From an optimization exercise on the open Yosys and OpenROAD flow, aimed at small area, a short achievable clock period and few clock cycles per item; shortcuts taken in it are not production practice.
The RTL was checked by simulation tests, not by an equivalence proof against the original design.
Power and IR drop assume default switching activity.

==> exp/delta <==
==> flow/design.v <==
module ccp_sel3 (
    input  wire       s0, s1, s2,
    input  wire [7:0] a0, a1, a2,
    output wire [7:0] y
);
    assign y = ({8{s0}} & a0) | ({8{s1}} & a1) | ({8{s2}} & a2);
endmodule
module ccp_sel5 (
    input  wire       s0, s1, s2, s3, s4,
    input  wire [7:0] a0, a1, a2, a3, a4,
    output wire [7:0] y
);
    assign y = ({8{s0}} & a0) | ({8{s1}} & a1) | ({8{s2}} & a2)
             | ({8{s3}} & a3) | ({8{s4}} & a4);
endmodule
module ccp_crc_c (
    input  wire [15:0] c,
    output wire [15:0] y
);
    wire p6 = ^c[6:0];
    wire p7 = p6 ^ c[7];
    assign y[0]   = p7 ^ c[8];
    assign y[5:1] = c[13:9];
    assign y[6]   = c[0] ^ c[14];
    assign y[7]   = c[0] ^ c[1] ^ c[15];
    assign y[13:8] = c[6:1] ^ c[7:2];
    assign y[14]  = p6;
    assign y[15]  = p7;
endmodule
module ccp_crc_b (
    input  wire [7:0]  b,
    output wire [15:0] y
);
    wire p6 = ^b[6:0];
    wire p7 = p6 ^ b[7];
    assign y[0]   = p7;
    assign y[5:1] = 5'd0;
    assign y[6]   = b[0];
    assign y[7]   = b[0] ^ b[1];
    assign y[13:8] = b[6:1] ^ b[7:2];
    assign y[14]  = p6;
    assign y[15]  = p7;
endmodule
module ccp_lane_next (
    input  wire        seed, load, upd, hold,
    input  wire [15:0] q, d, g, h,
    output wire [15:0] n
);
    assign n = {16{seed}} | ({16{load}} & d) | ({16{upd}} & (g ^ h)) | ({16{hold}} & q);
endmodule
module ccp_link (
    input  wire        clk,
    input  wire        rst,         
    input  wire        op_valid,
    output wire        op_ready,
    input  wire [7:0]  op_sel,
    input  wire [7:0]  op_a,
    input  wire [7:0]  op_b,
    input  wire [63:0] op_d,
    input  wire [3:0]  op_len,
    input  wire        op_ext,
    output reg         rsp_valid,
    output reg  [2:0]  rsp_err,
    output reg  [63:0] rsp_data,
    output reg         rsp_reply,
    output reg         rsp_known,
    output reg  [3:0]  rsp_member
);
    function [7:0] code_of;
        input [3:0] m;
        begin
            case (m)
                4'd0: code_of = 8'h01;
                4'd1: code_of = 8'h02;
                4'd2: code_of = 8'h03;
                4'd3: code_of = 8'h04;
                4'd4: code_of = 8'h07;
                4'd5: code_of = 8'h0E;
                4'd6: code_of = 8'h10;
                4'd7: code_of = 8'h13;
                4'd8: code_of = 8'h21;
                4'd9: code_of = 8'h23;
                default: code_of = 8'h00;
            endcase
        end
    endfunction
    function [4:0] lookup_code;
        input [7:0] x;
        begin
            case (x)
                8'h01: lookup_code = {1'b1, 4'd0};
                8'h02: lookup_code = {1'b1, 4'd1};
                8'h03: lookup_code = {1'b1, 4'd2};
                8'h04: lookup_code = {1'b1, 4'd3};
                8'h07: lookup_code = {1'b1, 4'd4};
                8'h0E: lookup_code = {1'b1, 4'd5};
                8'h10: lookup_code = {1'b1, 4'd6};
                8'h13: lookup_code = {1'b1, 4'd7};
                8'h21: lookup_code = {1'b1, 4'd8};
                8'h23: lookup_code = {1'b1, 4'd9};
                default: lookup_code = {1'b0, 4'd0};
            endcase
        end
    endfunction
    function [4:0] lookup_status;
        input [7:0] x;
        begin
            case (x)
                8'h00: lookup_status = {1'b1, 4'd0};
                8'h10: lookup_status = {1'b1, 4'd1};
                8'h30: lookup_status = {1'b1, 4'd2};
                8'h31: lookup_status = {1'b1, 4'd3};
                8'h32: lookup_status = {1'b1, 4'd4};
                8'h33: lookup_status = {1'b1, 4'd5};
                8'h35: lookup_status = {1'b1, 4'd6};
                8'h36: lookup_status = {1'b1, 4'd7};
                8'h37: lookup_status = {1'b1, 4'd8};
                default: lookup_status = {1'b0, 4'd0};
            endcase
        end
    endfunction
    reg [15:0] crc0, crc1;
    assign op_ready  = 1'b1;
    wire hi0    = (op_sel[7:2] == 6'b000000);
    wire hi1    = (op_sel[7:2] == 6'b000100);
    wire s_seed = hi0 & (op_sel[1:0] == 2'd0);
    wire s_load = hi0 & (op_sel[1:0] == 2'd1);
    wire s_upd  = hi0 & (op_sel[1:0] == 2'd2);
    wire s_rd   = hi0 & (op_sel[1:0] == 2'd3);
    wire s_enc  = hi1 & (op_sel[1:0] == 2'd0);
    wire s_rep  = hi1 & (op_sel[1:0] == 2'd1);
    wire s_dec  = hi1 & (op_sel[1:0] == 2'd2);
    wire a_lane = (op_a[7:1] == 7'd0);                                         
    wire a_cmd  = (op_a[7:4] == 4'd0) & (~op_a[3] | ~(op_a[2] | op_a[1]));     
    wire len_e  = ~op_len[3] & ~(op_len[2] & op_len[1] & op_len[0]);           
    wire len_r  = ~op_len[3] & ~(op_len[2] & op_len[1]);                       
    wire len_8  = (op_len == 4'd8);
    wire rd_ok  = s_rd  & a_lane;
    wire enc_ok = s_enc & a_cmd & len_e;
    wire rep_ok = s_rep & len_r;
    wire dec_ok = s_dec & len_8 & op_ext;
    wire refused = ~(hi0 | (hi1 & (op_sel[1:0] != 2'd3)))
                 | ((s_load | s_rd) & ~a_lane)
                 | (s_enc & ~a_cmd);
    wire e_pay   = (s_enc & a_cmd & ~len_e) | (s_rep & ~len_r);
    wire e_msg   = s_dec & ~len_8;
    wire e_id    = s_dec & len_8 & ~op_ext;
    wire [2:0] n_err = {e_id, e_pay | e_msg, refused | e_msg};
    wire [7:0] d0 = op_d[63:56], d1 = op_d[55:48], d2 = op_d[47:40], d3 = op_d[39:32];
    wire [7:0] d4 = op_d[31:24], d5 = op_d[23:16], d6 = op_d[15:8],  d7 = op_d[7:0];
    wire [5:0] gt;       
    assign gt[0] = |op_len;
    assign gt[1] = |op_len[3:1];
    assign gt[2] = op_len[3] | op_len[2] | (op_len[1] & op_len[0]);
    assign gt[3] = op_len[3] | op_len[2];
    assign gt[4] = op_len[3] | (op_len[2] & (op_len[1] | op_len[0]));
    assign gt[5] = op_len[3] | (op_len[2] & op_len[1]);
    wire [7:0] b0, b1, b2, b3, b4, b5, b6, b7;
    ccp_sel3 u_b0 (.s0(enc_ok), .a0(code_of(op_a[3:0])), .s1(rep_ok), .a1(8'hFF), .s2(dec_ok), .a2(d0), .y(b0));
    ccp_sel3 u_b1 (.s0(enc_ok), .a0(op_b), .s1(rep_ok), .a1(op_a), .s2(dec_ok), .a2(d1), .y(b1));
    ccp_sel3 u_b2 (.s0(enc_ok & gt[0]), .a0(d0), .s1(rep_ok), .a1(op_b), .s2(dec_ok), .a2(d2), .y(b2));
    ccp_sel3 u_b3 (.s0(enc_ok & gt[1]), .a0(d1), .s1(rep_ok & gt[0]), .a1(d0), .s2(dec_ok), .a2(d3), .y(b3));
    ccp_sel3 u_b4 (.s0(enc_ok & gt[2]), .a0(d2), .s1(rep_ok & gt[1]), .a1(d1), .s2(dec_ok), .a2(d4), .y(b4));
    ccp_sel3 u_b5 (.s0(enc_ok & gt[3]), .a0(d3), .s1(rep_ok & gt[2]), .a1(d2), .s2(dec_ok), .a2(d5), .y(b5));
    ccp_sel5 u_b6 (.s0(enc_ok & gt[4]), .a0(d4), .s1(rep_ok & gt[3]), .a1(d3), .s2(dec_ok), .a2(d6),
                   .s3(rd_ok & ~op_a[0]), .a3(crc0[15:8]), .s4(rd_ok & op_a[0]), .a4(crc1[15:8]), .y(b6));
    ccp_sel5 u_b7 (.s0(enc_ok & gt[5]), .a0(d5), .s1(rep_ok & gt[4]), .a1(d4), .s2(dec_ok), .a2(d7),
                   .s3(rd_ok & ~op_a[0]), .a3(crc0[7:0]),  .s4(rd_ok & op_a[0]), .a4(crc1[7:0]),  .y(b7));
    wire [63:0] n_data = {b0, b1, b2, b3, b4, b5, b6, b7};
    wire       is_rep = (d0 == 8'hFF);
    wire [4:0] look   = is_rep ? lookup_status(d1) : lookup_code(d0);
    wire       n_reply  = dec_ok & is_rep;
    wire       n_known  = dec_ok & look[4];
    wire [3:0] n_member = {4{dec_ok}} & look[3:0];
    always @(posedge clk) begin
        rsp_valid  <= op_valid & ~rst;
        rsp_err    <= n_err;
        rsp_data   <= n_data;
        rsp_reply  <= n_reply;
        rsp_known  <= n_known;
        rsp_member <= n_member;
    end
    wire        act  = op_valid & hi0 & ~rst;
    wire        ld0  = act & s_load & a_lane & ~op_a[0];
    wire        ld1  = act & s_load & a_lane &  op_a[0];
    wire        sd0  = rst | (act & s_seed & op_a[0]);
    wire        sd1  = rst | (act & s_seed & op_a[1]);
    wire        up0  = act & s_upd & op_a[0];
    wire        up1  = act & s_upd & op_a[1];
    wire [15:0] g0, g1, h, n0, n1;
    ccp_crc_c u_g0 (.c(crc0), .y(g0));
    ccp_crc_c u_g1 (.c(crc1), .y(g1));
    ccp_crc_b u_h  (.b(op_b), .y(h));
    ccp_lane_next u_n0 (.seed(sd0), .load(ld0), .upd(up0), .hold(~(sd0 | ld0 | up0)),
                        .q(crc0), .d(op_d[15:0]), .g(g0), .h(h), .n(n0));
    ccp_lane_next u_n1 (.seed(sd1), .load(ld1), .upd(up1), .hold(~(sd1 | ld1 | up1)),
                        .q(crc1), .d(op_d[15:0]), .g(g1), .h(h), .n(n1));
    always @(posedge clk) begin
        crc0 <= n0;
        crc1 <= n1;
    end
endmodule
==> flow/flow/run.sh <==
#!/bin/bash
# The standard layout, with the port buffers made from the smallest plain
# buffer (sky130_fd_sc_hd__buf_1) instead of the one buffer_ports picks itself.
# Each ORFS step writes its own log under orfs/logs/; make's output goes to standard.log.
export BUFFER_PORTS_ARGS="-buffer_cell sky130_fd_sc_hd__buf_1"
bash standard.sh > standard.log 2>&1
==> flow/standard.sh <==
#!/bin/bash
# synth_recipe.tcl (not shown) runs the flow's synth.tcl, then flattens the netlist and writes it again
# the make line also repeats each setting of config.mk as NAME=value (left out here)
make -C /OpenROAD-flow-scripts/flow DESIGN_CONFIG=/design/flow/config.mk WORK_HOME=/design/flow/orfs CLKGATE_MAP_FILE= SYNTH_SCRIPT=/design/flow/synth_recipe.tcl "${@:-finish}"
==> flow/config.mk <==
export PLATFORM = sky130hd
export DESIGN_NAME = ccp_link
export DESIGN_NICKNAME = ccp_link
export VERILOG_FILES = /design/flow/design.v
export SDC_FILE = /design/flow/constraint.sdc
export NUM_CORES = 4
export LEC_CHECK = 0
export CAP_MARGIN = 20
export CORE_MARGIN = 2
export CORE_UTILIZATION = 40
export SETUP_SLACK_MARGIN = 2.2
export SLEW_MARGIN = 20
export SYNTH_HIERARCHICAL = 1
export SYNTH_MINIMUM_KEEP_SIZE = 0
export TNS_END_PERCENT = 0
==> flow/constraint.sdc <==
create_clock -name core_clock -period 4.0 [get_ports {clk}]
set_input_delay 0.8000 -clock core_clock [delete_from_list [all_inputs] [get_ports {clk}]]
set_output_delay 0.8000 -clock core_clock [all_outputs]
set_load 0.01 [all_outputs]
==> inputs of exp/violet, as changes to exp/delta <==
SETUP_SLACK_MARGIN = unset   (was 2.2)
SYNTH_HIERARCHICAL = unset   (was 1)
SYNTH_MINIMUM_KEEP_SIZE = unset   (was 0)
TNS_END_PERCENT = unset   (was 0)
==> inputs of exp/xenon, as changes to exp/delta <==
SYNTH_HIERARCHICAL = unset   (was 1)
SYNTH_MINIMUM_KEEP_SIZE = unset   (was 0)
==> impl_results.md <==
* Outcome: complete, no violations
* GRT met2 Usage at 39.6%
* Wl on met1 at between 9 and 10 mm
* Unrepaired setup endpoints after global routing: false
* Pint at between 1.5 and 2 mW
* CP startpoint: op_sel[3]
* Post_cts resized at 0
* Mux cell area share after synthesis at 3.57%
* Num rows at between 40 and 50
* Compound-Gate Fraction of Synth Area at ~26%
* Bufs w/o clock at ~180
* Max Clk Rate at approximately 0.31 GHz
* Clock-cell share at around 4.3%
* CP Cell Sequence: buf_1 -> or4_4 -> nor3_1 -> nand4_1 -> o2bb2ai_1 -> a221o_1
* Clock latency on the worst-skew pair at 0.36 ns
* Synthesized cell area at around 5600 um2
-- figures above: exp/violet

==> impl_results.md <==
* Bufs w/o clock at 195
* Unrepaired setup endpoints after global routing: true
* Post_cts resized at 27
* GPL Wtd Cong at 0.925
* Outcome: complete, no violations
* Clock-cell share at 4.39%
* Synthesized cell area at roughly 5600 um2
* CP startpoint: op_sel[6]
* Clock latency on the worst-skew pair at approximately 0.35 ns
* Pint at 1.67 mW
* Compound-Gate Fraction of Synth Area at between 20% and 30%
* CP Cell Sequence: buf_1 -> or4_4 -> nor4b_4 -> buf_4 -> nand3_2 -> buf_6 -> and2_4 -> a221o_1
* Max Clk Rate at 0.420 GHz
* Num rows at 43
* Wl on met1 at approximately 9 mm
-- figures above: exp/xenon

==> impl_results.md <==
* Num rows at 44
* Bufs w/o clock at 190
* Max Clk Rate at about 0.41 GHz
* Synthesized cell area at 5840 um2
* Pint at about 1.8 mW
* Post_cts resized at 42
* Clock latency on the worst-skew pair at roughly 0.36 ns
* Compound-Gate Fraction of Synth Area at 26.9%
* Unrepaired setup endpoints after global routing: true
* Outcome: complete, no violations
* Clock-cell share at about 4.6%
* Mux cell area share after synthesis at 0.535%
-- figures above: exp/delta

Testbench counts of exp/delta, summed over its fixed seeds: cycles 4,248, items 4,232.
Testbench counts of exp/violet, summed over its fixed seeds: cycles 4,248, items 4,232.
Testbench counts of exp/xenon, summed over its fixed seeds: cycles 4,248, items 4,232.

[separate check: timing with driven ports]
How much do the figures lean on ideal ports? The routed layouts below were timed once more, with nothing changed but the port constraints. Step 1 sets driving cells, clkbuf_16 on the clock port and buf_2 on the other inputs (assumed; they add their load-dependent delay and slew). Step 2 also shifts input and output timing later by t, the mid clock arrival at the registers, as if the neighbouring blocks saw the same clock. a / b / c = ideal ports / drivers / drivers and shift; a / b = the first two.
run | t, ns | setup WS [ns] | worst slew at a driven data input, ns | cell pins on the clock port's net
exp/delta | 0.396 | 1.571 / 1.594 / 1.199 | 0.06 | 1
exp/violet | 0.398 | 0.817 / 0.839 / 0.442 | 0.05 | 1
exp/xenon | 0.396 | 1.619 / 1.643 / 1.248 | 0.05 | 1
After both steps setup and hold are still met in every run listed. For exp/violet, which loses most, drivers alone change the setup slack by +0.022 ns; drivers and shift together by -0.375 ns.
